This is an optimization exercise on Yosys and OpenROAD, whose aim is small area, not a production implementation.
RTL that was checked went through simulation tests only; none was proved equivalent to the original.
Function not checked in run 1: the RTL went through the layout flow alone.
Power is estimated from default activity; no workload was simulated.

`flow/config.mk`:
```
export PLATFORM = sky130hd
export DESIGN_NAME = tempmon_core
export DESIGN_NICKNAME = tempmon_core
export VERILOG_FILES = /design/flow/design.v
export SDC_FILE = /design/flow/constraint.sdc
export NUM_CORES = 4
export LEC_CHECK = 0
export CAP_MARGIN = 20
export CORE_MARGIN = 2
export CORE_UTILIZATION = 60
export CTS_BUF_LIST = sky130_fd_sc_hd__clkbuf_4
export CTS_CLUSTER_SIZE = 30
export PLACE_DENSITY = 0.75
export SLEW_MARGIN = 20
```
`flow/constraint.sdc`:
```
create_clock -name core_clock -period 8.0 [get_ports {clk}]
set_input_delay 1.6000 -clock core_clock [delete_from_list [all_inputs] [get_ports {clk}]]
set_output_delay 1.6000 -clock core_clock [all_outputs]
set_load 0.01 [all_outputs]
```
`flow/design.v`:
```
module tempmon_core (
    input  wire        clk,
    input  wire        rst,
    input  wire        cmd_valid,
    input  wire [15:0] cmd_word,
    input  wire        tick_valid,
    output wire        ready,
    output reg  [15:0] resp,
    input  wire [15:0] rx_avail,
    input  wire [7:0]  rx_data,
    output wire        rx_pop,
    output wire        tx_valid,
    output wire [7:0]  tx_data,
    input  wire        tx_ready
);
    localparam [2:0] S_START = 3'd0, S_CMD = 3'd1, S_LEN = 3'd2, S_DATA = 3'd3,
                     S_CRCL = 3'd4, S_CRCH = 3'd5, S_END = 3'd6, S_OVF = 3'd7;
    localparam [2:0] R_INCOMPLETE = 3'd0, R_FRAME = 3'd1, R_BADCRC = 3'd2,
                     R_NOTERM = 3'd3, R_OVERFLOW = 3'd4;
    localparam [2:0] F_NONE = 3'd0, F_TIMEOUT = 3'd1, F_MISMATCH = 3'd5;
    localparam [1:0] P_IDLE = 2'd0, P_WAIT = 2'd1, P_PACE = 2'd2, P_DONE = 2'd3;
    localparam [1:0] T_NONE = 2'd0, T_OK = 2'd1, T_NOREPLY = 2'd2;
    localparam [2:0] ST_OK = 3'd0, ST_BUSY = 3'd1, ST_FULL = 3'd2,
                     ST_ILLEGAL = 3'd3, ST_RANGE = 3'd4;
    localparam [3:0] K_RUN = 4'd0,    
                     K_RX  = 4'd1,    
                     K_FC  = 4'd2,    
                     K_P1  = 4'd3,    
                     K_P2  = 4'd4,    
                     K_P3  = 4'd5,    
                     K_ACC = 4'd6,    
                     K_TXC = 4'd7,    
                     K_TMO = 4'd8,    
                     K_DL  = 4'd9,    
                     K_PI  = 4'd10,   
                     K_PC  = 4'd11,   
                     K_IDX = 4'd12;   
    localparam [4:0] E_NONE = 5'd0,  E_RST = 5'd1,   E_CINIT = 5'd2,  E_CBYTE = 5'd3,
                     E_RCMD = 5'd4,  E_DRST = 5'd5,  E_HFEED = 5'd6,  E_FEED = 5'd7,
                     E_IDXL = 5'd8,  E_IDXH = 5'd9,  E_RD = 5'd10,    E_ATT = 5'd11,
                     E_TMOL = 5'd12, E_TMOH = 5'd13, E_PIL = 5'd14,   E_PIH = 5'd15,
                     E_START = 5'd16, E_RESEND = 5'd17, E_CLOSE = 5'd18, E_TICK = 5'd19;
    localparam [1:0] X_LOAD = 2'd0, X_FOLD = 2'd1, X_SEND = 2'd2;
    function [15:0] crc_step(input [15:0] acc, input [7:0] b);
        integer i;
        reg [15:0] a;
        begin
            a = acc ^ {8'h00, b};
            for (i = 0; i < 8; i = i + 1)
                a = a[0] ? ((a >> 1) ^ 16'hA001) : (a >> 1);
            crc_step = a;
        end
    endfunction
    reg [4:0]  req_len;           
    reg [2:0]  dec_state;
    reg [1:0]  dec_lidx;
    reg [15:0] dec_len;
    reg [4:0]  dec_pcount;        
    reg [2:0]  dec_result;
    reg        frm_valid;
    reg [4:0]  frm_len;           
    reg [1:0]  txn_phase;
    reg [1:0]  txn_result;
    reg [2:0]  last_fail;
    reg        pace_cnt;          
    reg [2:0]  opst;
    reg        dl_z;              
    reg        pc_z;              
    reg        pi_nz;             
    reg        ma_nz;             
    reg        al_nz;             
    reg [4:0]  idx_lo;            
    reg        idx_hnz;           
    reg [3:0]   rot;
    reg [127:0] rq;               
    reg [127:0] rdb;              
    reg [127:0] rfb;              
    wire [7:0]  rq_t  = rq[127:120];
    wire [7:0]  rdb_t = rdb[127:120];
    wire [7:0]  rfb_t = rfb[127:120];
    reg [3:0]   wrot;
    reg [207:0] wr;
    wire [15:0] tap = wr[207:192];    
    wire [15:0] w0  = wr[15:0];       
    reg [4:0]  ev;
    reg        run;
    reg [7:0]  pbyte;             
    reg        frame_f;           
    reg        match_f;           
    reg        ppush;             
    reg        pdw;               
    reg [1:0]  prd;               
    reg        cp_arm, cp_run;    
    reg        sending;
    reg [4:0]  tx_pos;
    reg [1:0]  tx_st;
    wire busy = (ev != E_NONE) | sending | ppush | pdw | (prd != 2'd0) | cp_arm | cp_run;
    wire in_wait   = (txn_phase == P_WAIT);
    wire in_pace   = (txn_phase == P_PACE);
    wire txn_busy  = in_wait | in_pace;
    wire poll_open = in_wait && pc_z;
    wire rx_any    = (rx_avail != 16'd0);
    wire ev_feed   = !busy && poll_open && rx_any;
    wire ev_close  = !busy && poll_open && !rx_any && (dl_z || pi_nz);
    wire ev_resend = !busy && in_pace && !pace_cnt;
    assign ready  = !busy && !ev_feed && !ev_close && !ev_resend;
    assign rx_pop = ev_feed;
    wire do_cmd  = ready && cmd_valid;
    wire do_tick = ready && !cmd_valid && tick_valid;
    wire [7:0] op  = cmd_word[15:8];
    wire [7:0] imm = cmd_word[7:0];
    reg op_known, op_zfmt, op_busy;
    always @* begin
        op_known = 1'b1;
        op_zfmt  = 1'b0;
        op_busy  = 1'b0;
        case (op)
            8'h00: op_zfmt = 1'b1;
            8'h01: op_zfmt = 1'b1;
            8'h02: ;
            8'h10: begin op_zfmt = 1'b1; op_busy = 1'b1; end
            8'h11: op_busy = 1'b1;
            8'h12: op_busy = 1'b1;
            8'h13: begin op_zfmt = 1'b1; op_busy = 1'b1; end
            8'h20: begin op_zfmt = 1'b1; op_busy = 1'b1; end
            8'h21: op_busy = 1'b1;
            8'h30: ;
            8'h31: ;
            8'h32: ;
            8'h40, 8'h41, 8'h42, 8'h43, 8'h44: op_busy = 1'b1;
            8'h48: begin op_zfmt = 1'b1; op_busy = 1'b1; end
            default: op_known = 1'b0;
        endcase
    end
    reg        sel_known;
    reg        sel_ring;
    reg        sel_buf;
    reg [4:0]  sel_len;
    reg [15:0] sel_value;
    always @* begin
        sel_known = 1'b1;
        sel_ring  = 1'b0;
        sel_buf   = 1'b0;
        sel_len   = 5'd0;
        sel_value = 16'h0000;
        case (imm)
            8'h00: sel_value = {5'b0, opst, txn_result, txn_phase, frm_valid, dec_state};
            8'h03: sel_value = {11'b0, req_len};
            8'h04: begin sel_buf = 1'b1; sel_len = req_len; end
            8'h08: sel_value = {13'b0, dec_state};
            8'h09: sel_value = {13'b0, dec_result};
            8'h0B: sel_value = dec_len;
            8'h0C: sel_value = {11'b0, dec_pcount};
            8'h0F: begin sel_buf = 1'b1; sel_len = dec_pcount; end
            8'h10: sel_value = {15'b0, frm_valid};
            8'h12: sel_value = {11'b0, frm_len};
            8'h13: begin sel_buf = 1'b1; sel_len = frm_len; end
            8'h18: sel_value = {14'b0, txn_phase};
            8'h19: sel_value = {14'b0, txn_result};
            8'h1A: sel_value = {13'b0, last_fail};
            8'h1F: sel_value = {15'b0, pace_cnt};
            8'h24: sel_value = rx_avail;
            8'h25: sel_value = {14'b0, dec_lidx};
            8'h28: sel_value = 16'd16;
            8'h29: sel_value = 16'd16;
            8'h2A: sel_value = 16'd1;
            8'h01, 8'h02, 8'h0A, 8'h0D, 8'h0E, 8'h11, 8'h14, 8'h1B, 8'h1C,
            8'h1D, 8'h1E, 8'h20, 8'h21, 8'h22, 8'h23: sel_ring = 1'b1;
            default: sel_known = 1'b0;
        endcase
    end
    wire idx_in = !idx_hnz && (idx_lo < sel_len);
    reg [2:0] cmd_status;
    always @* begin
        if (!op_known)
            cmd_status = ST_ILLEGAL;
        else if (op_zfmt && imm != 8'h00)
            cmd_status = ST_ILLEGAL;
        else if (op_busy && txn_busy)
            cmd_status = ST_BUSY;
        else if (op == 8'h12 && req_len[4])
            cmd_status = ST_FULL;
        else if (op == 8'h32 && !sel_known)
            cmd_status = ST_ILLEGAL;
        else if (op == 8'h32 && sel_buf && !idx_in)
            cmd_status = ST_RANGE;
        else
            cmd_status = ST_OK;
    end
    wire cmd_ok = do_cmd && (cmd_status == ST_OK);
    reg [4:0] cmd_ev;
    always @* begin
        case (op)
            8'h01: cmd_ev = E_CINIT;
            8'h02: cmd_ev = E_CBYTE;
            8'h11: cmd_ev = E_RCMD;
            8'h20: cmd_ev = E_DRST;
            8'h21: cmd_ev = E_HFEED;
            8'h30: cmd_ev = E_IDXL;
            8'h31: cmd_ev = E_IDXH;
            8'h32: cmd_ev = sel_ring ? E_RD : E_NONE;
            8'h40: cmd_ev = E_ATT;
            8'h41: cmd_ev = E_TMOL;
            8'h42: cmd_ev = E_TMOH;
            8'h43: cmd_ev = E_PIL;
            8'h44: cmd_ev = E_PIH;
            8'h48: cmd_ev = E_START;
            default: cmd_ev = E_NONE;
        endcase
    end
    wire dec_wr = (dec_state == S_DATA) && !dec_pcount[4];
    wire act = (ev != E_NONE) && !pdw && (run || wrot == 4'd0);
    wire fin = act && (wrot == 4'd12);
    wire is_feed = (ev == E_HFEED) || (ev == E_FEED);
    wire is_send = (ev == E_RESEND);
    wire dreset  = (ev == E_DRST) || is_send ||
                   (is_feed && dec_state == S_START && pbyte == 8'h55);
    wire [15:0] crc_o = crc_step(tap, pbyte);
    wire [15:0] dec_o = tap - 16'd1;
    wire        tap_1 = (tap == 16'd1);
    reg [3:0] rd_k;
    reg [1:0] rd_part;
    always @* begin
        rd_k = K_ACC; rd_part = 2'd0;
        case (pbyte)
            8'h01: begin rd_k = K_ACC; rd_part = 2'd0; end
            8'h02: begin rd_k = K_P1;  rd_part = 2'd1; end
            8'h0A: begin rd_k = K_P1;  rd_part = 2'd2; end
            8'h0D: begin rd_k = K_RUN; rd_part = 2'd0; end
            8'h0E: begin rd_k = K_RX;  rd_part = 2'd0; end
            8'h11: begin rd_k = K_P2;  rd_part = 2'd1; end
            8'h14: begin rd_k = K_FC;  rd_part = 2'd0; end
            8'h1B: begin rd_k = K_P3;  rd_part = 2'd1; end
            8'h1C: begin rd_k = K_P3;  rd_part = 2'd2; end
            8'h1D: begin rd_k = K_DL;  rd_part = 2'd0; end
            8'h1E: begin rd_k = K_PC;  rd_part = 2'd0; end
            8'h20: begin rd_k = K_P2;  rd_part = 2'd2; end
            8'h21: begin rd_k = K_TMO; rd_part = 2'd0; end
            8'h22: begin rd_k = K_PI;  rd_part = 2'd0; end
            8'h23: begin rd_k = K_IDX; rd_part = 2'd0; end
            default: ;
        endcase
    end
    wire [15:0] rd_val = (rd_part == 2'd1) ? {8'h00, tap[15:8]} :
                         (rd_part == 2'd2) ? {8'h00, tap[7:0]} : tap;
    wire [4:0] pl_end  = req_len + 5'd4;           
    wire       tx_pay  = (tx_pos >= 5'd4) && (tx_pos < pl_end);
    wire [3:0] tx_slot = tx_pos[3:0] - 4'd4;
    wire       tx_crcb = (tx_pos == pl_end) || (tx_pos == pl_end + 5'd1);
    wire       tx_fold = sending && (tx_st == X_FOLD) && (wrot == K_TXC);
    assign tx_valid = sending && (tx_st == X_SEND);
    assign tx_data  = pbyte;
    reg       tx_ld;           
    reg [7:0] tx_b;
    always @* begin
        tx_ld = 1'b1;
        tx_b  = 8'hAA;
        if (tx_pos == 5'd0)
            tx_b = 8'h55;
        else if (tx_pos == 5'd1) begin
            tx_ld = (wrot == K_P1);
            tx_b  = tap[15:8];
        end else if (tx_pos == 5'd2)
            tx_b = {3'b000, req_len};
        else if (tx_pos == 5'd3)
            tx_b = 8'h00;
        else if (tx_pay) begin
            tx_ld = (rot == tx_slot);
            tx_b  = rq_t;
        end else if (tx_crcb) begin
            tx_ld = (wrot == K_TXC);
            tx_b  = (tx_pos == pl_end) ? tap[7:0] : tap[15:8];
        end
    end
    wire tx_load = sending && (tx_st == X_LOAD) && tx_ld;
    localparam [3:0] M_TAP = 4'd0, M_FF = 4'd1, M_00 = 4'd2, M_CRC = 4'd3, M_PB = 4'd4,
                     M_W0 = 4'd5, M_W0L = 4'd6, M_DEC = 4'd7, M_ADJ = 4'd8, M_01 = 4'd9;
    reg [3:0] hsel, lsel;
    always @* begin
        hsel = M_TAP;
        lsel = M_TAP;
        if (tx_fold) begin
            hsel = (tx_pos == 5'd0) ? M_FF : M_CRC;
            lsel = hsel;
        end
        if (act) begin
            case (ev)
                E_RST: begin
                    hsel = (wrot == K_ACC || wrot == K_RUN) ? M_FF : M_00;
                    lsel = hsel;
                end
                E_CINIT: if (wrot == K_ACC) begin hsel = M_FF;  lsel = M_FF;  end
                E_CBYTE: if (wrot == K_ACC) begin hsel = M_CRC; lsel = M_CRC; end
                E_RCMD:  if (wrot == K_P1)  hsel = M_PB;
                E_IDXL:  if (wrot == K_IDX) lsel = M_PB;
                E_IDXH:  if (wrot == K_IDX) hsel = M_PB;
                E_ATT:   if (wrot == K_P2)  lsel = M_PB;
                E_TMOL:  if (wrot == K_TMO) lsel = M_PB;
                E_TMOH:  if (wrot == K_TMO) hsel = M_PB;
                E_PIL:   if (wrot == K_PI)  lsel = M_PB;
                E_PIH:   if (wrot == K_PI)  hsel = M_PB;
                E_CLOSE: if (wrot == K_PC && !dl_z) begin hsel = M_W0; lsel = M_W0; end
                E_TICK: begin
                    if ((wrot == K_DL && !dl_z) || (wrot == K_PC && !pc_z)) begin
                        hsel = M_DEC; lsel = M_DEC;
                    end
                end
                E_START: if (wrot == K_P3) begin hsel = M_W0L; lsel = M_00; end    
                E_RESEND: begin
                    if (wrot == K_P3) begin hsel = M_ADJ; lsel = M_ADJ; end
                    if (wrot == K_DL) begin hsel = M_W0;  lsel = M_W0;  end      
                    if (wrot == K_PC) begin hsel = M_00;  lsel = M_00;  end
                end
                default: ;
            endcase
            if (is_feed) begin
                case (dec_state)
                    S_CMD: begin
                        if (wrot == K_P1)  lsel = M_PB;
                        if (wrot == K_RUN) begin hsel = M_CRC; lsel = M_CRC; end
                    end
                    S_LEN, S_DATA:
                        if (wrot == K_RUN && !dec_pcount[4]) begin hsel = M_CRC; lsel = M_CRC; end
                    S_CRCL: if (wrot == K_RX) begin hsel = M_00; lsel = M_PB; end
                    S_CRCH: if (wrot == K_RX) hsel = M_PB;
                    S_END: begin
                        if (wrot == K_FC && frame_f) begin hsel = M_W0; lsel = M_W0; end   
                        if (wrot == K_P2 && frame_f) hsel = M_W0L;                        
                    end
                    default: ;
                endcase
            end
            if (dreset) begin
                if (wrot == K_RX)  begin hsel = M_00; lsel = M_00; end
                if (wrot == K_RUN) begin hsel = M_FF; lsel = M_FF; end
                if (wrot == K_P1)  lsel = M_00;
            end
        end
    end
    function [7:0] pick(input [3:0] m, input [7:0] t, input [7:0] c, input [7:0] w,
                        input [7:0] d, input [7:0] a);
        begin
            case (m)
                M_FF:  pick = 8'hFF;
                M_00:  pick = 8'h00;
                M_CRC: pick = c;
                M_PB:  pick = pbyte;
                M_W0:  pick = w;
                M_W0L: pick = w0[7:0];
                M_DEC: pick = d;
                M_ADJ: pick = a;
                default: pick = t;
            endcase
        end
    endfunction
    wire [15:0] win = {pick(hsel, tap[15:8], crc_o[15:8], w0[15:8], dec_o[15:8], tap[15:8] - 8'd1),
                       pick(lsel, tap[7:0],  crc_o[7:0],  w0[7:0],  dec_o[7:0],  tap[7:0] + 8'd1)};
    reg [2:0]  n_state;
    reg [1:0]  n_lidx;
    reg [15:0] n_len;
    reg [4:0]  n_pcount;
    reg [2:0]  n_result;
    always @* begin
        n_state  = dec_state;
        n_lidx   = dec_lidx;
        n_len    = dec_len;
        n_pcount = dec_pcount;
        n_result = R_INCOMPLETE;
        case (dec_state)
            S_START: begin
                if (pbyte == 8'h55) begin
                    n_len    = 16'd0;
                    n_lidx   = 2'd0;
                    n_pcount = 5'd0;
                    n_state  = S_CMD;
                end
            end
            S_CMD: n_state = S_LEN;
            S_LEN: begin
                if (dec_lidx == 2'd0) begin
                    n_len  = {8'h00, pbyte};
                    n_lidx = 2'd1;
                end else begin
                    n_len   = {pbyte, dec_len[7:0]};
                    n_lidx  = 2'd2;
                    n_state = (n_len != 16'd0) ? S_DATA : S_CRCL;
                end
            end
            S_DATA: begin
                if (dec_pcount[4]) begin
                    n_state = S_OVF;
                end else begin
                    n_pcount = dec_pcount + 5'd1;
                    if ({11'd0, n_pcount} == dec_len)
                        n_state = S_CRCL;
                end
            end
            S_CRCL: n_state = S_CRCH;
            S_CRCH: n_state = S_END;
            S_END: begin
                n_result = frame_f ? R_FRAME : (pbyte == 8'hAA) ? R_BADCRC : R_NOTERM;
                n_state  = S_START;
            end
            default: begin
                n_result = R_OVERFLOW;
                n_state  = S_START;
            end
        endcase
    end
    wire feed_ok   = frame_f && match_f;
    wire feed_fail = (n_result != R_INCOMPLETE) && !feed_ok;
    wire [2:0] feed_reason = frame_f ? F_MISMATCH : n_result;
    wire push_go = ppush && (rot == req_len[3:0]);
    wire dw_go   = pdw && (rot == dec_pcount[3:0]);
    reg [7:0] rd_tap;
    always @* begin
        case (prd)
            2'd1:    rd_tap = rq_t;
            2'd2:    rd_tap = rdb_t;
            default: rd_tap = rfb_t;
        endcase
    end
    wire rd_go = (prd != 2'd0) && (rot == idx_lo[3:0]);
    always @(posedge clk) begin
        rq  <= {rq[119:0],  push_go ? pbyte : rq_t};
        rdb <= {rdb[119:0], dw_go ? pbyte : rdb_t};
        rfb <= {rfb[119:0], cp_run ? rdb_t : rfb_t};
        wr  <= {wr[191:0],  win};
    end
    always @(posedge clk) begin
        if (rst) begin
            rot        <= 4'd0;
            wrot       <= 4'd0;
            ev         <= E_RST;
            run        <= 1'b0;
            frame_f    <= 1'b0;
            match_f    <= 1'b0;
            req_len    <= 5'd0;
            dec_state  <= S_START;
            dec_lidx   <= 2'd0;
            dec_len    <= 16'd0;
            dec_pcount <= 5'd0;
            dec_result <= R_INCOMPLETE;
            frm_valid  <= 1'b0;
            frm_len    <= 5'd0;
            txn_phase  <= P_IDLE;
            txn_result <= T_NONE;
            last_fail  <= F_NONE;
            pace_cnt   <= 1'b0;
            resp       <= 16'h0000;
            opst       <= ST_OK;
            dl_z       <= 1'b1;
            pc_z       <= 1'b1;
            pi_nz      <= 1'b0;
            ma_nz      <= 1'b0;
            al_nz      <= 1'b0;
            idx_lo     <= 5'd0;
            idx_hnz    <= 1'b0;
            ppush      <= 1'b0;
            pdw        <= 1'b0;
            prd        <= 2'd0;
            cp_arm     <= 1'b0;
            cp_run     <= 1'b0;
            sending    <= 1'b0;
            tx_pos     <= 5'd0;
            tx_st      <= X_LOAD;
        end else begin
            rot  <= rot + 4'd1;
            wrot <= (wrot == 4'd12) ? 4'd0 : wrot + 4'd1;
            if (do_cmd) begin
                opst  <= cmd_status;
                pbyte <= imm;
            end
            if (cmd_ok) begin
                ev <= cmd_ev;
                case (op)
                    8'h10: req_len <= 5'd0;
                    8'h12: ppush <= 1'b1;
                    8'h13: begin sending <= 1'b1; tx_pos <= 5'd0; tx_st <= X_LOAD; end
                    8'h21: pdw <= dec_wr;
                    8'h32: begin
                        if (sel_buf)
                            prd <= (imm == 8'h04) ? 2'd1 : (imm == 8'h0F) ? 2'd2 : 2'd3;
                        else if (!sel_ring)
                            resp <= sel_value;
                    end
                    8'h40: ma_nz <= (imm != 8'h00);
                    default: ;
                endcase
            end
            if (do_tick) begin
                if (in_wait)
                    ev <= E_TICK;
                else if (in_pace)
                    pace_cnt <= 1'b0;
            end
            if (ev_feed) begin
                ev    <= E_FEED;
                pbyte <= rx_data;
                pdw   <= dec_wr;
            end
            if (ev_close)
                ev <= E_CLOSE;
            if (ev_resend)
                ev <= E_RESEND;
            if (push_go) begin
                req_len <= req_len + 5'd1;
                ppush   <= 1'b0;
            end
            if (dw_go)
                pdw <= 1'b0;
            if (rd_go) begin
                resp <= {8'h00, rd_tap};
                prd  <= 2'd0;
            end
            if (cp_arm && rot == 4'd15) begin
                cp_arm <= 1'b0;
                cp_run <= 1'b1;
            end
            if (cp_run && rot == 4'd15)
                cp_run <= 1'b0;
            if (act) begin
                run <= !fin;
                if (wrot == K_RX)
                    frame_f <= is_feed && dec_state == S_END && pbyte == 8'hAA && tap == w0;
                if (wrot == K_P1)
                    match_f <= (tap[15:8] == tap[7:0]);
                if (ev == E_RD && wrot == rd_k)
                    resp <= rd_val;
                if (wrot == K_IDX) begin
                    idx_lo  <= win[4:0];
                    idx_hnz <= (win[15:5] != 11'd0);
                end
                if (wrot == K_PI)
                    pi_nz <= (win != 16'd0);
                if (ev == E_TICK && wrot == K_DL && !dl_z)
                    dl_z <= tap_1;
                if (ev == E_TICK && wrot == K_PC && !pc_z)
                    pc_z <= tap_1;
                if (is_send && wrot == K_DL)
                    dl_z <= (w0 == 16'd0);
                if (is_send && wrot == K_PC)
                    pc_z <= 1'b1;
                if (ev == E_CLOSE && wrot == K_PC && !dl_z)
                    pc_z <= 1'b0;
                if (ev == E_RESEND && wrot == K_P3)
                    al_nz <= (tap[15:8] != 8'd1);
            end
            if (fin) begin
                ev <= E_NONE;
                if (is_feed) begin
                    dec_state  <= n_state;
                    dec_lidx   <= n_lidx;
                    dec_len    <= n_len;
                    dec_pcount <= n_pcount;
                    dec_result <= n_result;
                    if (frame_f) begin
                        frm_valid <= 1'b1;
                        frm_len   <= dec_len[4:0];
                        cp_arm    <= 1'b1;
                    end
                end
                if (ev == E_DRST || is_send) begin
                    dec_state  <= S_START;
                    dec_lidx   <= 2'd0;
                    dec_len    <= 16'd0;
                    dec_pcount <= 5'd0;
                    dec_result <= R_INCOMPLETE;
                end
                if (ev == E_FEED) begin
                    if (feed_ok) begin
                        txn_phase  <= P_DONE;
                        txn_result <= T_OK;
                    end
                end
                if ((ev == E_FEED && feed_fail) || (ev == E_CLOSE && dl_z)) begin
                    last_fail <= (ev == E_CLOSE) ? F_TIMEOUT : feed_reason;
                    if (al_nz) begin
                        txn_phase <= P_PACE;
                        pace_cnt  <= 1'b1;
                    end else begin
                        txn_phase  <= P_DONE;
                        txn_result <= T_NOREPLY;
                    end
                end
                if (ev == E_START) begin
                    frm_valid  <= 1'b0;
                    txn_result <= ma_nz ? T_NONE : T_NOREPLY;
                    last_fail  <= F_NONE;
                    if (ma_nz)
                        ev <= E_RESEND;             
                    else
                        txn_phase <= P_DONE;
                end
                if (is_send) begin
                    txn_phase <= P_WAIT;
                    sending   <= 1'b1;
                    tx_pos    <= 5'd0;
                    tx_st     <= X_LOAD;
                end
            end
            if (tx_load) begin
                pbyte <= tx_b;
                tx_st <= (tx_pos < pl_end) ? X_FOLD : X_SEND;
            end
            if (tx_fold)
                tx_st <= X_SEND;
            if (tx_valid && tx_ready) begin
                tx_pos <= tx_pos + 5'd1;
                tx_st  <= X_LOAD;
                if (tx_pos == pl_end + 5'd2)
                    sending <= 1'b0;
            end
        end
    end
endmodule
```
`flow/run.sh`:
```
#!/bin/bash
# synth_recipe.tcl (not shown) runs the flow's synth.tcl, then flattens the netlist and writes it again
# the make line also repeats each setting of config.mk as NAME=value (left out here)
make -C /OpenROAD-flow-scripts/flow DESIGN_CONFIG=/design/flow/config.mk WORK_HOME=/design/flow/orfs CLKGATE_MAP_FILE= SYNTH_SCRIPT=/design/flow/synth_recipe.tcl finish
```
==> results of run 1 <==
state kept, by name, indices dropped and copies added, names as in the netlist, 5 cells and up, named ones only:
| register | count |
|---|---|
| idx_lo | 5 |
| dec_len | 16 |
| resp | 16 |
| frm_len | 5 |
| rdb | 128 |
| ev | 5 |
| dec_pcount | 5 |
| wr | 208 |
| rfb | 128 |
| req_len | 5 |
| tx_pos | 5 |
| rq | 128 |
| pbyte | 8 |
worst register-to-register path, cell delays in order (launching register included):
cell and delay [ns]:
dfxtp_1 0.34, inv_1 0.14, ha_1 0.56, or3b_1 0.60, a221oi_4 0.46, o211ai_4 0.21
or3_4 0.47, or3_1 0.53, a211oi_4 0.47, nor3_2 0.19, a221oi_1 0.50, o221ai_1 0.27
nor4_2 0.53, a31oi_1 0.16
layer usage:
layer | vias up | global-route usage | wire [um]
met5 | - | 0 | 11
met2 | 1216 | 0.552 | 33300
met4 | 2 | 0.193 | 4160
met1 | 9000 | 0.460 | 29300
li1 | 8525 | - | -
met3 | 277 | 0.0848 | 7600
per-stage QoR:
step                utilization  total power [W]
floorplan                     -          0.00484
global placement          0.638          0.00520
detailed placement        0.638          0.00524
CTS                       0.691          0.00816
global route              0.692          0.00844
finish                    0.692          0.00814
synth_stat cells, types with 18 or more instances:
library cell / number / share of area
xor2_1: 41 / 0.015
nand4_1: 30 / 0.0078
inv_1: 62 / 0.0096
nor4_1: 42 / 0.011
o21ai_0: 91 / 0.019
nor2_1: 140 / 0.022
nand2_1: 149 / 0.023
nor3_1: 53 / 0.011
mux2i_1: 25 / 0.010
nor2b_1: 19 / 0.0049
a211oi_1: 37 / 0.011
or3_1: 19 / 0.0049
xnor2_1: 67 / 0.024
and3_1: 19 / 0.0049
clkbuf_1: 121 / 0.019
a22oi_1: 37 / 0.011
mux2_2: 28 / 0.013
ha_1: 46 / 0.024
and2_1: 18 / 0.0047
dfxtp_1: 706 / 0.58
a22o_1: 21 / 0.0076
nand3_1: 62 / 0.013
a31oi_1: 23 / 0.0060
nand2b_1: 18 / 0.0047
a21oi_1: 104 / 0.022
cells by family after synthesis:
family	after synthesis	share of synthesized area
buf+inv	202	0.0316
mux	53	0.0234
simple gates	658	0.142
fa+ha+maj	46	0.0238
flops	714	0.595
xor+xnor	109	0.0401
compound gates	497	0.144
cells in the final DEF, fill, tap and decap left out, types with 9 or more instances in the layout:
cell type,count
a22oi_1,37
a22o_1,21
clkbuf_4,241
xnor2_1,67
nand2b_1,18
nand3b_1,13
mux2i_1,25
nor3_1,52
nand3_1,62
or3_1,19
o211ai_1,16
clkdlybuf4s50_1,70
a211oi_1,37
a222oi_1,15
a21oi_1,104
clkinv_1,24
xor2_1,41
a32oi_1,10
nand2_1,149
dfxtp_1,706
nor2b_1,19
mux2_2,28
a31oi_1,23
nand4_1,30
nor3b_1,12
buf_4,41
nor4_1,40
inv_1,62
and3_1,19
a221oi_1,9
o21a_1,13
a21o_1,11
nor2_1,140
ha_1,46
and2_1,18
o21ai_0,91
or4_1,11
worst max-delay path by stage:
stage                startpoint        end  slack [ns]
floorplan           cmd_word[5]  tx_pos[2]        2.99
global placement    cmd_word[4]  tx_pos[2]        2.13
detailed placement  cmd_word[5]    resp[2]        2.03
CTS                 rx_avail[4]      ready        2.51
global route         req_len[2]   register        2.28
finish                  wrot[0]      pi_nz        2.43
area by class of cell:
class	instances	area (um2)
clock buffers	241	1810
multi-input cells	1363	9080
inverters	62	233
repair buffers	112	1010
diodes	2	5.00
clock inverters	44	314
flip-flops and latches	714	14400
fillers	2904	12200
well taps	525	657
power by group through the flow:
stage | sequential, W | clock, W | combinational, W
final | 0.00432 | 0.00291 | 0.000901
after global routing | 0.00435 | 0.00315 | 0.000944
after CTS | 0.00431 | 0.00297 | 0.000869
after detailed placement | 0.00438 | 0 | 0.000862
after global placement | 0.00435 | 0 | 0.000845
after floorplan | 0.00420 | 0 | 0.000636
==> summary.txt, run 1 <==
Route
  • Post-DR wirelength/cell: 24.3 um
  • Total detailed-routing wirelength: 74.4 mm
  • Vias after detailed routing: 19020
  • Number of DRC violations after detailed-routing iteration 0: 2355
  • Number of DRC violations after detailed routing: 0
  • Count of nets left with antenna violations after detail routing: 0
  • Via-per-instance ratio: 6.21
  • TritonRoute pass-1 iters: 7

STA
  • Tcrit/Tclk final: 0.696
  • Fin worst setup slack: 2.43 ns
  • Setup repair after global routing missed its margin: no
  • Final count of hold timing violations: 0
  • Final-report max-slew violation count: 0
  • Peak Freq: 180 MHz
  • Final sum of negative setup slack: 0 ns
  • Normalized max-slew margin: 0.219
  • Final setup skew: 0.0709 ns
  • Measured slew at the worst slew-check pin: 1.16 ns
  • Worst hold margin: 0.295 ns
  • Time the final worst path needs with I/O delays and setup: 5.57 ns
  • Final setup vio count: 0

Pwr
  • Static leakage power: 10.5 nW
  • VDD IR-drop max: 0.294 mV
  • Proportion of power drawn by the clock network: 0.358
  • Pwr/cell area: 296 mW/mm2
  • Cell internal power dissipation: 0.00586 W
  • Seq pwr share: 0.531
  • Switching component of the power: roughly 0.0023 W
  • Share of total power in combinational logic: 0.111
  • Fraction of power spent switching nets: 0.280

Cells and area
  • Non-filler cells, final: 3063
  • Summed area of non-filler cells in the final layout: 0.0275 mm2
  • Fraction of layout cells with a size suffix above 1: 0.144
  • Post-layout net count: 2508
  • P&R area growth vs syn: 13.7%

Worst setup path
  • Category of the critical setup timing path: reg2reg
  • Critical-path maximum fanout: 16
  • WP buf/inv: 1
  • Required time of the critical path: roughly 8.8 ns
  • Critical-path top delay cell: or3b_1
  • Logic depth of the worst setup path including buffers: 13
  • R2R cell count: 13
  • CP top delay family: simple AND/OR/NAND/NOR gates
  • Arr. time, crit path: 6.34 ns
  • Element type at the critical path end: register
  • Reg-to-Reg Start: wrot[0]
  • Slowest Stage Delay on Critical Path: roughly 0.60 ns
  • Worst R2R End: pi_nz
  • Slack of the worst reg-to-reg path: 2.43 ns
  • Critical path, cell by cell: inv_1 -> ha_1 -> or3b_1 -> a221oi_4 -> o211ai_4 -> or3_4 -> or3_1 -> a211oi_4 -> nor3_2 -> a221oi_1 -> o221ai_1 -> nor4_2 -> a31oi_1
  • Startpoint type of the worst setup path: register

Clocking
  • Cts-stage hold buffer count: 0
  • Clock root buffer: clkbuf_4
  • CTS max path bufs: 3
  • Clock-pin slew of the registers on the worst-case setup and hold paths: roughly 0.080 ns
  • Clock H-tree levels: 4
  • Clock net sink count: 714
  • Buffers inserted by post-CTS timing repair: 0
  • CTS-repair resized insts: 0
  • Inserted Clock Buffers: 164
  • Clock tree from TritonCTS: done
  • Clock insertion delay at the later pin of the skew report: between 0.9 and 1 ns

Yosys
  • Number of warnings reported in the yosys synthesis log: 1
  • Post-synthesis cell type count: between 80 and 90
  • Post-synthesis register bit count: a little over 700
  • Mapped Area: 0.0242 mm2
  • Sequential area share after synthesis: 0.595
  • Post-synth EDFFs: 8
  • Most used flip-flop cell after synthesis: dfxtp_1
  • Net Count, Synth: around 2400
  • Syn Inst Count: ~2300
  • Share of async-settable or async-resettable flops after synthesis: 0
  • Average size of a mapped cell: 10.6 um2

GRT
  • Antenna violations before repair: 3
  • Global-route total usage across every layer: 0.356
  • Pin count of the biggest net entering global routing: slightly above 80
  • Global-route wire length before repair: 112 mm
  • Number of global-route vias before repair: 18465
  • Residual overflow from global routing: 0

Floorplanning
  • Overall die area: around 0.042 mm2
  • Chip Width: just over 200 um
  • Total number of placement rows: 73
  • Core region area: 0.0397 mm2
  • I/O pins: around 70
  • Effective utilization at floorplan: 0.608
  • Die boundary height: 205 um

Min path
  • Min-delay worst type: reg2reg
  • Startpoint of the lowest-slack hold path: rfb[106]
  • Worst Hold Depth: 0
  • Worst hold path endpoint: rfb[114]

Placed design
  • Standard cell area after detailed placement: 0.0253 mm2
  • GPL Wtd Cong: 0.975
  • Quantity of I/O buffers inserted on ports: 71
  • Detailed placement HPWL: 50.3 mm
  • Worst setup slack before clock tree synthesis: 2.03 ns
  • Number of placed instances, taps included: ~2800

Run
  • Number of maximum-capacitance violations: 0

Status
  • Status: timing/DRC/antenna clean
==> run 2: changes to the inputs <==
--- a/flow/design.v
+++ b/flow/design.v
@@ -36,3 +36,5 @@
                      K_PC  = 4'd11,   
-                     K_IDX = 4'd12;   
+                     K_IDX = 4'd12,   
+                     K_LEN = 4'd13;   
+    localparam [3:0] K_LAST = 4'd13;
     localparam [4:0] E_NONE = 5'd0,  E_RST = 5'd1,   E_CINIT = 5'd2,  E_CBYTE = 5'd3,
@@ -53,2 +55,35 @@
     endfunction
+    function [15:0] dec16(input [15:0] a);
+        integer i;
+        reg b;
+        begin
+            b = 1'b1;
+            for (i = 0; i < 16; i = i + 1) begin
+                dec16[i] = a[i] ^ b;
+                b = b & ~a[i];
+            end
+        end
+    endfunction
+    function [7:0] dec8(input [7:0] a);
+        integer i;
+        reg b;
+        begin
+            b = 1'b1;
+            for (i = 0; i < 8; i = i + 1) begin
+                dec8[i] = a[i] ^ b;
+                b = b & ~a[i];
+            end
+        end
+    endfunction
+    function [7:0] inc8(input [7:0] a);
+        integer i;
+        reg c;
+        begin
+            c = 1'b1;
+            for (i = 0; i < 8; i = i + 1) begin
+                inc8[i] = a[i] ^ c;
+                c = c & a[i];
+            end
+        end
+    endfunction
     reg [4:0]  req_len;           
@@ -56,3 +91,2 @@
     reg [1:0]  dec_lidx;
-    reg [15:0] dec_len;
     reg [4:0]  dec_pcount;        
@@ -81,4 +115,4 @@
     reg [3:0]   wrot;
-    reg [207:0] wr;
-    wire [15:0] tap = wr[207:192];    
+    reg [223:0] wr;
+    wire [15:0] tap = wr[223:208];    
     wire [15:0] w0  = wr[15:0];       
@@ -151,3 +185,2 @@
             8'h09: sel_value = {13'b0, dec_result};
-            8'h0B: sel_value = dec_len;
             8'h0C: sel_value = {11'b0, dec_pcount};
@@ -166,3 +199,3 @@
             8'h2A: sel_value = 16'd1;
-            8'h01, 8'h02, 8'h0A, 8'h0D, 8'h0E, 8'h11, 8'h14, 8'h1B, 8'h1C,
+            8'h01, 8'h02, 8'h0A, 8'h0B, 8'h0D, 8'h0E, 8'h11, 8'h14, 8'h1B, 8'h1C,
             8'h1D, 8'h1E, 8'h20, 8'h21, 8'h22, 8'h23: sel_ring = 1'b1;
@@ -212,3 +245,3 @@
     wire act = (ev != E_NONE) && !pdw && (run || wrot == 4'd0);
-    wire fin = act && (wrot == 4'd12);
+    wire fin = act && (wrot == K_LAST);
     wire is_feed = (ev == E_HFEED) || (ev == E_FEED);
@@ -218,3 +251,3 @@
     wire [15:0] crc_o = crc_step(tap, pbyte);
-    wire [15:0] dec_o = tap - 16'd1;
+    wire [15:0] dec_o = dec16(tap);
     wire        tap_1 = (tap == 16'd1);
@@ -228,2 +261,3 @@
             8'h0A: begin rd_k = K_P1;  rd_part = 2'd2; end
+            8'h0B: begin rd_k = K_LEN; rd_part = 2'd0; end
             8'h0D: begin rd_k = K_RUN; rd_part = 2'd0; end
@@ -321,4 +355,9 @@
                     end
-                    S_LEN, S_DATA:
+                    S_LEN, S_DATA: begin
                         if (wrot == K_RUN && !dec_pcount[4]) begin hsel = M_CRC; lsel = M_CRC; end
+                        if (wrot == K_LEN && dec_state == S_LEN) begin
+                            hsel = (dec_lidx == 2'd0) ? M_00 : M_PB;
+                            if (dec_lidx == 2'd0) lsel = M_PB;
+                        end
+                    end
                     S_CRCL: if (wrot == K_RX) begin hsel = M_00; lsel = M_PB; end
@@ -336,2 +375,3 @@
                 if (wrot == K_P1)  lsel = M_00;
+                if (wrot == K_LEN) begin hsel = M_00; lsel = M_00; end
             end
@@ -355,7 +395,6 @@
     endfunction
-    wire [15:0] win = {pick(hsel, tap[15:8], crc_o[15:8], w0[15:8], dec_o[15:8], tap[15:8] - 8'd1),
-                       pick(lsel, tap[7:0],  crc_o[7:0],  w0[7:0],  dec_o[7:0],  tap[7:0] + 8'd1)};
+    wire [15:0] win = {pick(hsel, tap[15:8], crc_o[15:8], w0[15:8], dec_o[15:8], dec8(tap[15:8])),
+                       pick(lsel, tap[7:0],  crc_o[7:0],  w0[7:0],  dec_o[7:0],  inc8(tap[7:0]))};
     reg [2:0]  n_state;
     reg [1:0]  n_lidx;
-    reg [15:0] n_len;
     reg [4:0]  n_pcount;
@@ -365,3 +404,2 @@
         n_lidx   = dec_lidx;
-        n_len    = dec_len;
         n_pcount = dec_pcount;
@@ -371,3 +409,2 @@
                 if (pbyte == 8'h55) begin
-                    n_len    = 16'd0;
                     n_lidx   = 2'd0;
@@ -380,8 +417,6 @@
                 if (dec_lidx == 2'd0) begin
-                    n_len  = {8'h00, pbyte};
                     n_lidx = 2'd1;
                 end else begin
-                    n_len   = {pbyte, dec_len[7:0]};
                     n_lidx  = 2'd2;
-                    n_state = (n_len != 16'd0) ? S_DATA : S_CRCL;
+                    n_state = (pbyte != 8'h00 || tap[7:0] != 8'h00) ? S_DATA : S_CRCL;
                 end
@@ -393,3 +428,3 @@
                     n_pcount = dec_pcount + 5'd1;
-                    if ({11'd0, n_pcount} == dec_len)
+                    if ({11'd0, n_pcount} == tap)
                         n_state = S_CRCL;
@@ -427,3 +462,3 @@
         rfb <= {rfb[119:0], cp_run ? rdb_t : rfb_t};
-        wr  <= {wr[191:0],  win};
+        wr  <= {wr[207:0],  win};
     end
@@ -440,3 +475,2 @@
             dec_lidx   <= 2'd0;
-            dec_len    <= 16'd0;
             dec_pcount <= 5'd0;
@@ -468,3 +502,3 @@
             rot  <= rot + 4'd1;
-            wrot <= (wrot == 4'd12) ? 4'd0 : wrot + 4'd1;
+            wrot <= (wrot == K_LAST) ? 4'd0 : wrot + 4'd1;
             if (do_cmd) begin
@@ -553,3 +587,2 @@
                     dec_lidx   <= n_lidx;
-                    dec_len    <= n_len;
                     dec_pcount <= n_pcount;
@@ -558,3 +591,3 @@
                         frm_valid <= 1'b1;
-                        frm_len   <= dec_len[4:0];
+                        frm_len   <= tap[4:0];
                         cp_arm    <= 1'b1;
@@ -565,3 +598,2 @@
                     dec_lidx   <= 2'd0;
-                    dec_len    <= 16'd0;
                     dec_pcount <= 5'd0;
--- a/flow/config.mk
+++ b/flow/config.mk
@@ -9,6 +9,4 @@
 export CORE_MARGIN = 2
-export CORE_UTILIZATION = 60
-export CTS_BUF_LIST = sky130_fd_sc_hd__clkbuf_4
-export CTS_CLUSTER_SIZE = 30
-export PLACE_DENSITY = 0.75
+export CORE_UTILIZATION = 40
+export PLACE_DENSITY = 0.6
 export SLEW_MARGIN = 20
==> run 2 against run 1 <==
  * Count of clock-buffer cells in the layout shrank 148
  * Still clean
  * Final cell count grew 0.91%
  * Critical path type is now reg2out
  * Clock skew shrank 0.021 ns
  * Routed wire length shrank 5.7%
  * Sequential power is essentially flat
  * Synthesized cell count shrank 3.4%
==> summary.txt, run 2 <==
Worst setup path
  • Launch point of the worst path: ev[3]
  • Slack of the worst reg-to-reg path: 2.61 ns
  • Required time of the critical path: between 6 and 7 ns
  • Arr. time, crit path: 4.40 ns
  • Element type at the critical path end: output port
  • Critical path, cell by cell: or2_1 -> nor2_1 -> and4_1 -> nand4_1 -> inv_1 -> clkdlybuf4s50_1
  • Worst R2R End: pi_nz
  • Critical-path top delay cell: nand4_1
  • Slowest Stage Delay on Critical Path: 0.68 ns
  • R2R cell count: 12
  • Category of the critical setup timing path: reg2out
  • Critical-path maximum fanout: 19
  • Startpoint type of the worst setup path: register
  • Reg-to-Reg Start: wrot[0]

GRT
  • Residual overflow from global routing: 0
  • Global-route total usage across every layer: 0.223
  • Pin count of the biggest net entering global routing: 54
  • Global-route wire length before repair: 105 mm
  • Antenna violations before repair: 4
  • Number of global-route vias before repair: 16371

Yosys
  • Share of async-settable or async-resettable flops after synthesis: 0
  • Sequential area share after synthesis: 0.601
  • Post-synthesis cell type count: between 100 and 150
  • Mapped Area: between 0.02 and 0.025 mm2
  • Most used flip-flop cell after synthesis: dfxtp_1
  • Average size of a mapped cell: 10.9 um2
  • Syn Inst Count: 2202
  • Most common cell in the synthesized netlist: dfxtp_1
  • Cell type with the largest total area after synthesis: dfxtp_1
  • Leading cell types by total area after synthesis: dfxtp_1 59%, nor2_1 2.5%, ha_1 2.4%
  • Post-synthesis register bit count: 714
  • Proportion of netlist area held by the largest area contributor: 0.591
  • Number of warnings reported in the yosys synthesis log: 1
  • Most frequent cells after synthesis: 706 x dfxtp_1, 161 x nor2_1, 130 x nand2_1
  • Post-synth EDFFs: 8
  • Net Count, Synth: 2293

Clocking
  • Clock tree from TritonCTS: done
  • Clock H-tree levels: 3
  • Clock root buffer: clkbuf_16
  • Clock-pin slew of the registers on the worst-case setup and hold paths: 0.07 ns
  • Inserted Clock Buffers: 72
  • Clock insertion delay at the later pin of the skew report: around 0.63 ns
  • CTS-repair resized insts: 0
  • CTS max path bufs: 3
  • Cts-stage hold buffer count: 0
  • Buffers inserted by post-CTS timing repair: 0
  • Clock net sink count: 714

STA
  • Setup repair after global routing missed its margin: no
  • Time the final worst path needs with I/O delays and setup: approximately 6 ns
  • Measured slew at the worst slew-check pin: 1.03 ns
  • Final count of hold timing violations: 0
  • Final setup skew: about 0.05 ns
  • Normalized max-slew margin: 0.306
  • Tcrit/Tclk final: 0.750
  • Final sum of negative setup slack: 0 ns
  • Final setup vio count: 0
  • Final-report max-slew violation count: 0
  • Peak Freq: roughly 170 MHz

Route
  • Routed metal-1 wirelength: 32.1 mm
  • Highest routing layer actually used: met5
  • Number of DRC violations after detailed routing: 0
  • Total detailed-routing wirelength: 70.2 mm
  • Number of DRC violations after detailed-routing iteration 0: 1662
  • Via-per-instance ratio: ~5.6
  • Post-DR wirelength/cell: roughly 23 um
  • TritonRoute pass-1 iters: 6
  • Met2 WL post-DR: between 30 and 40 mm
  • Length of routed met3 wiring: between 4 and 5 mm
  • Vias after detailed routing: 17157
  • Count of nets left with antenna violations after detail routing: 0

Cells and area
  • Most common library cell in the layout ignoring fill and taps: dfxtp_1
  • Post-layout net count: 2354
  • P&R area growth vs syn: 16.8%
  • Number of flip-flops under the largest register name: 224
  • Final Core Density: 0.473
  • Fraction of layout cells with a size suffix above 1: 0.106
  • Highest-count cells in the layout ignoring fill and taps: 706 x dfxtp_1, 161 x nor2_1, 130 x nand2_1
  • Number of fill cells in the layout: 5367
  • Largest register by flop count: wr

Pwr
  • Static leakage power: 10.6 nW
  • Pwr/cell area: 314 mW/mm2
  • VDD IR-drop max: 0.280 mV

Floorplanning
  • Die boundary height: 248 um
  • Overall die area: just over 0.06 mm2
  • Core region area: roughly 0.059 mm2
  • Effective utilization at floorplan: 0.405
  • Total number of placement rows: 89
  • Chip Width: 248 um
  • I/O pins: 72

Min path
  • Startpoint of the lowest-slack hold path: wr[100]
  • Min-delay worst type: reg2reg
  • Worst Hold Depth: 0
  • Worst hold path endpoint: wr[116]

Placed design
  • Quantity of I/O buffers inserted on ports: 71
  • Detailed placement HPWL: roughly 50 mm
  • GPL Wtd Cong: 0.949

Run
  • Number of maximum-capacitance violations: 0

Status
  • Status: timing/DRC/antenna clean
## run 2: cell types whose count changed in the layout (fill, tap and decap cells not counted), sizes merged, moves of 16 or more
cell,change
xnor2,-16
nand2,-18
clkbuf,-148
nor2,+25
nand3,-16
o21ai,-22
## run 2: stage by stage
stage / std cells / area, um2 / total power [W] / hold WS, ns / worst slack [ns]
after floorplan: 2202 / 23900 / 0.00486 / 0.310 / 3.47
after global placement: 2961 / 25400 / 0.00530 / 0.310 / 2.19
after detailed placement: 2961 / 25400 / 0.00532 / 0.312 / 2.00
after CTS: 3089 / 27900 / 0.00881 / 0.272 / 2.03
after global routing: 3090 / 27900 / 0.00908 / 0.289 / 1.81
final: 3091 / 27900 / 0.00875 / 0.277 / 2.00
## run 2: report_power, final
part | switching [W] | total, W | internal [W]
registers | 0.000229 | 0.00431 | 0.00408
clock network | 0.00144 | 0.00348 | 0.00204
logic | 0.000631 | 0.000969 | 0.000338
total | 0.00230 | 0.00875 | 0.00646
## run 2: critical path, delay by kind of cell, from the launching register on
kind	cells	cell delay, ns
and+or+nand+nor	4	2.04
buffers and inverters	2	1.13
DFF	1	0.58
## run 2: cell families after synthesis
logic type,count (synthesis),share of synthesized area
AOI/OAI and AO/OA,466,0.138
xor gates and xnor gates,104,0.0387
adders and majority gates,46,0.0241
buffers and inverters,174,0.0294
DFF,714,0.601
muxes,71,0.0316
and+or+nand+nor,627,0.137
## run 2: area by class of cell
type                       count  area, um2  share of cell area
sequential                   714      14400               0.515
multi-input combinational   1314       8850               0.317
clock buffer                  93       2000              0.0717
timing repair buffer         110        996              0.0357
tap                          773        967              0.0347
clock inverter                35        526              0.0188
inverter                      51        191             0.00686
antenna                        1       2.50           0.0000897
## run 2: worst max path at each step
stage | end | slack, ns | cells after the start
3_5_place_dp | register | 2.00 | 13
5_1_grt | rx_pop | 1.81 | 6
4_1_cts | rx_pop | 2.03 | 6
2_1_floorplan | resp[3] | 3.47 | 12
3_3_place_gp | ev[4] | 2.19 | 13
6_report | rx_pop | 2.00 | 6
## run 2: metal layers
layer,vias to the layer above,global-route usage
li1,7964,-
met1,8379,0.315
met2,681,0.343
met3,131,0.0384
met4,2,0.0758
met5,-,0
==> run 3: changes to the inputs <==
==> flow/flow/run.sh (new file) <==
#!/bin/bash
# Standard layout, with two changes to how it is built:
#  - the port buffers that placement inserts are the smallest buffer, buf_1;
#  - clock tree synthesis inserts no dummy loads.
# make's output goes to flow_make.log; each ORFS step keeps its own log
# under orfs/logs/.
set -euo pipefail
bash standard.sh \
  'BUFFER_PORTS_ARGS=-buffer_cell sky130_fd_sc_hd__buf_1' \
  'CTS_ARGS=-sink_clustering_enable -repair_clock_nets -dont_use_dummy_load' \
  finish > flow_make.log 2>&1
==> flow/standard.sh (new file) <==
#!/bin/bash
# synth_recipe.tcl (not shown) runs the flow's synth.tcl, then flattens the netlist and writes it again
# the make line also repeats each setting of config.mk as NAME=value (left out here)
make -C /OpenROAD-flow-scripts/flow DESIGN_CONFIG=/design/flow/config.mk WORK_HOME=/design/flow/orfs CLKGATE_MAP_FILE= SYNTH_SCRIPT=/design/flow/synth_recipe.tcl "${@:-finish}"
--- a/flow/config.mk
+++ b/flow/config.mk
@@ -9,4 +9,4 @@
 export CORE_MARGIN = 2
-export CORE_UTILIZATION = 40
-export PLACE_DENSITY = 0.6
+export CORE_UTILIZATION = 55
+export PLACE_DENSITY = 0.7
 export SLEW_MARGIN = 20
removed: flow/run.sh
==> run 3 against run 2 <==
  * First-iteration DRC count grew 20%
  * Power shrank 9.1%
  * Critical path depth is the same
  * Utilization grew 14 points
  * Global-route usage grew 7.9 points
  * Final area shrank 5.4%
  * Hold slack lost 0.0026 ns
  * Clock power shrank 22%
  * Worst setup slack gained 0.61 ns
  * Flip-flop and latch count is the same
  * Synthesized cell count is the same
  * Final cell count shrank 8.1%
  * Critical path type unchanged
==> summary.txt, run 3 <==
Status
  • Status: timing/DRC/antenna clean

GRT
  • Residual overflow from global routing: 0
  • GRT met1 Usage: 0.406
  • Antenna violations before repair: 3
  • Pin count of the biggest net entering global routing: approximately 70
  • Most used routing layer: met2
  • Global-route total usage across every layer: 0.302
  • Number of global-route vias before repair: 16424
  • Global-route wire length before repair: a little over 100 mm
  • Met2 Resource Use GR: 0.474
  • M3 GR Usage: 0.0634

Pwr
  • VDD IR-drop max: about 0.22 mV
  • Static leakage power: between 10 and 15 nW
  • Switching component of the power: 0.00206 W
  • Seq pwr share: 0.543
  • Pwr/cell area: 301 mW/mm2
  • Proportion of power drawn by the clock network: 0.339
  • Cell internal power dissipation: 0.00589 W
  • Fraction of power spent switching nets: 0.259
  • Share of total power in combinational logic: 0.118

Placed design
  • GPL Wtd Cong: 1.00
  • Quantity of I/O buffers inserted on ports: 71
  • Detailed placement HPWL: 46.9 mm

STA
  • Worst hold margin: 0.274 ns
  • Normalized max-slew margin: 0.315
  • Final count of hold timing violations: 0
  • Final-report max-slew violation count: 0
  • Final setup skew: 0.0687 ns
  • Final sum of negative setup slack: 0 ns
  • Tcrit/Tclk final: 0.674
  • Setup repair after global routing missed its margin: no
  • Final setup vio count: 0
  • Measured slew at the worst slew-check pin: 1.03 ns
  • Peak Freq: 186 MHz
  • Time the final worst path needs with I/O delays and setup: 5.39 ns

Worst setup path
  • Slowest Stage Delay on Critical Path: 0.60 ns
  • Logic depth of the worst setup path including buffers: 6
  • Critical-path top delay cell: nand4_1
  • WP buf/inv: 2
  • Critical-path maximum fanout: 20
  • Category of the critical setup timing path: reg2out
  • Launch point of the worst path: ev[2]
  • CP top delay family: simple AND/OR/NAND/NOR gates
  • Critical path, cell by cell: or2_1 -> nor2_1 -> and4_1 -> nand4_1 -> inv_1 -> buf_1
  • Startpoint type of the worst setup path: register
  • R2R cell count: 11
  • Reg-to-Reg Start: wrot[0]
  • Arr. time, crit path: 3.79 ns
  • Element type at the critical path end: output port
  • Required time of the critical path: 6.40 ns

Cells and area
  • Highest-count cells in the layout ignoring fill and taps: 706 x dfxtp_1, 161 x nor2_1, 130 x nand2_1
  • Antenna fix cells: 0
  • Number of flip-flops under the largest register name: 224
  • Largest register by flop count: wr
  • P&R area growth vs syn: 10.4%
  • Most common library cell in the layout ignoring fill and taps: dfxtp_1
  • Number of fill cells in the layout: 3505
  • Area of the multi-input gates: between 0.008 and 0.009 mm2
  • Area occupied by registers: 0.0144 mm2
  • Final Core Density: 0.614
  • Fraction of layout cells with a size suffix above 1: 0.0860
  • Post-layout net count: ~2300

Route
  • TritonRoute pass-1 iters: 7
  • Via-per-instance ratio: 6.06
  • Count of nets left with antenna violations after detail routing: 0
  • Number of DRC violations after detailed-routing iteration 0: 1991
  • Number of DRC violations after detailed routing: 0
  • Vias after detailed routing: approximately 17000
  • Post-DR wirelength/cell: approximately 24 um
  • Total detailed-routing wirelength: 68.3 mm

Yosys
  • Average size of a mapped cell: about 11 um2
  • Mapped Area: 0.0239 mm2
  • Post-synthesis share of cell area spent on xor and xnor gates: 0.0387
  • Proportion of netlist area held by the largest area contributor: 0.591
  • Cell type with the largest total area after synthesis: dfxtp_1
  • Leading cell types by total area after synthesis: dfxtp_1 59%, nor2_1 2.5%, ha_1 2.4%
  • Adder-cell share of the synthesized area: 0.0241
  • Number of warnings reported in the yosys synthesis log: 1
  • Net Count, Synth: roughly 2300
  • Fraction of the mapped netlist area in compound gates: 0.138
  • Proportion of synthesized area in mux cells: 0.0316
  • Most used flip-flop cell after synthesis: dfxtp_1
  • Share of async-settable or async-resettable flops after synthesis: 0
  • Fraction of the mapped netlist area in simple logic gates: 0.137
  • Syn Inst Count: ~2200
  • Most common cell in the synthesized netlist: dfxtp_1
  • Sequential area share after synthesis: 0.601
  • Post-synthesis register bit count: 714
  • Post-synth EDFFs: 8
  • Most frequent cells after synthesis: 706 x dfxtp_1, 161 x nor2_1, 130 x nand2_1
  • Dominant combinational cell family by area after synthesis: compound AO/OA/AOI/OAI gates
  • Post-synthesis cell type count: 106

Min path
  • Worst Hold Depth: 0
  • Min-delay worst type: reg2reg
  • Startpoint of the lowest-slack hold path: rq[110]

Clocking
  • CTS max path bufs: 3
  • Inserted Clock Buffers: 68
  • Clock net sink count: 714
  • Clock-pin slew of the registers on the worst-case setup and hold paths: 0.07 ns
  • Buffers inserted by post-CTS timing repair: 0
  • Clock tree from TritonCTS: done
  • Clock root buffer: clkbuf_16
  • Cts-stage hold buffer count: 0
  • CTS-repair resized insts: 0
  • Clock H-tree levels: 3
  • Clock insertion delay at the later pin of the skew report: 0.62 ns

Floorplanning
  • Total number of placement rows: 76
  • Die boundary height: about 210 um
  • Core region area: 0.0430 mm2
  • Chip Width: around 210 um
  • Effective utilization at floorplan: 0.556
  • Overall die area: 0.0451 mm2
  • I/O pins: 72

Run
  • Number of maximum-capacitance violations: 0
## run 3: cell counts after synthesis
No cell type changed its count.
## run 3: area by class of cell
cell class | count | share of cell area
inverters | 51 | 0.00725
well taps | 585 | 0.0277
repair buffers | 108 | 0.0206
multi-input cells | 1314 | 0.335
flip-flops and latches | 714 | 0.545
clock buffers | 68 | 0.0645
## run 3: final timing paths
| path | slack (ns) | endpoint |
|---|---|---|
| worst max-delay path | 2.61 | rx_pop |
| worst min-delay path | 0.27 | rq[118] |
| worst min register to register | 0.27 | rq[118] |
| worst max register to register | 2.66 | idx_hnz |
## run 3: cell families after synthesis
logic type | count (synthesis)
compound gates | 466
buf+inv | 174
simple gates | 627
flops | 714
mux | 71
fa+ha+maj | 46
xor+xnor | 104
## run 3: layer usage
| layer | part of all wire | wire length (um) |
|---|---|---|
| met2 | 0.44 | 30300 |
| met3 | 0.085 | 5790 |
| met1 | 0.43 | 29200 |
| met4 | 0.045 | 3060 |
| met5 | 0.00029 | 20 |
## run 3: stage by stage
| step | instances | setup WS (ns) | area, um2 | total power [W] |
|---|---|---|---|---|
| 5_1_grt | 2840 | 2.45 | 26400 | 0.00821 |
| 6_report | 2840 | 2.61 | 26400 | 0.00795 |
| 3_3_place_gp | 2771 | 2.63 | 24700 | 0.00526 |
| 3_5_place_dp | 2771 | 2.51 | 24700 | 0.00529 |
| 4_1_cts | 2839 | 2.63 | 26400 | 0.00798 |
| 2_1_floorplan | 2202 | 3.47 | 23900 | 0.00486 |
## run 3: worst reg2reg max path: stages, from the launching register on
cell	delay, ns
dfxtp_1	0.40
ha_1	0.47
and4b_1	0.44
and2_1	0.41
a221oi_1	0.57
nand4_2	0.32
o31ai_2	0.61
nand4_1	0.50
or2_0	0.39
a2111oi_2	0.38
nand4bb_1	0.36
o31a_1	0.39
## run 3: power by group through the flow
stage	clock [W]	combinational (W)	sequential (W)
2_1_floorplan	0	0.000602	0.00426
3_3_place_gp	0	0.000894	0.00437
3_5_place_dp	0	0.000897	0.00439
4_1_cts	0.00275	0.000902	0.00432
5_1_grt	0.00288	0.000970	0.00436
6_report	0.00270	0.000935	0.00432

## separate check: timing with driven ports
The flow's constraints put no driver on any port. The routed layouts listed below were extracted and timed again, unchanged, in two steps.
Step 1, drivers: a clkbuf_16 drives clk and a buf_2 each remaining input, both assumed.
Step 2, shift: input delay + t, output delay - t, t = (earliest + latest rising clock arrival at the registers) / 2. This alone moves slack from input paths to output paths.
a / b / c = ideal ports / drivers / drivers and shift; a / b = the first two.
run	shift t [ns]	slack for setup (ns)	worst register clock-pin slew, ns
run 1	0.944	2.433 / 2.433 / 1.855	0.08 / 0.08
run 2	0.661	2.002 / 1.943 / 1.981	0.07 / 0.07
run 3	0.647	2.611 / 2.552 / 2.371	0.07 / 0.07
After both steps every run listed still meets setup and hold. For run 1, which loses most, drivers alone change the setup slack by 0.000 ns; drivers and shift together by -0.578 ns.
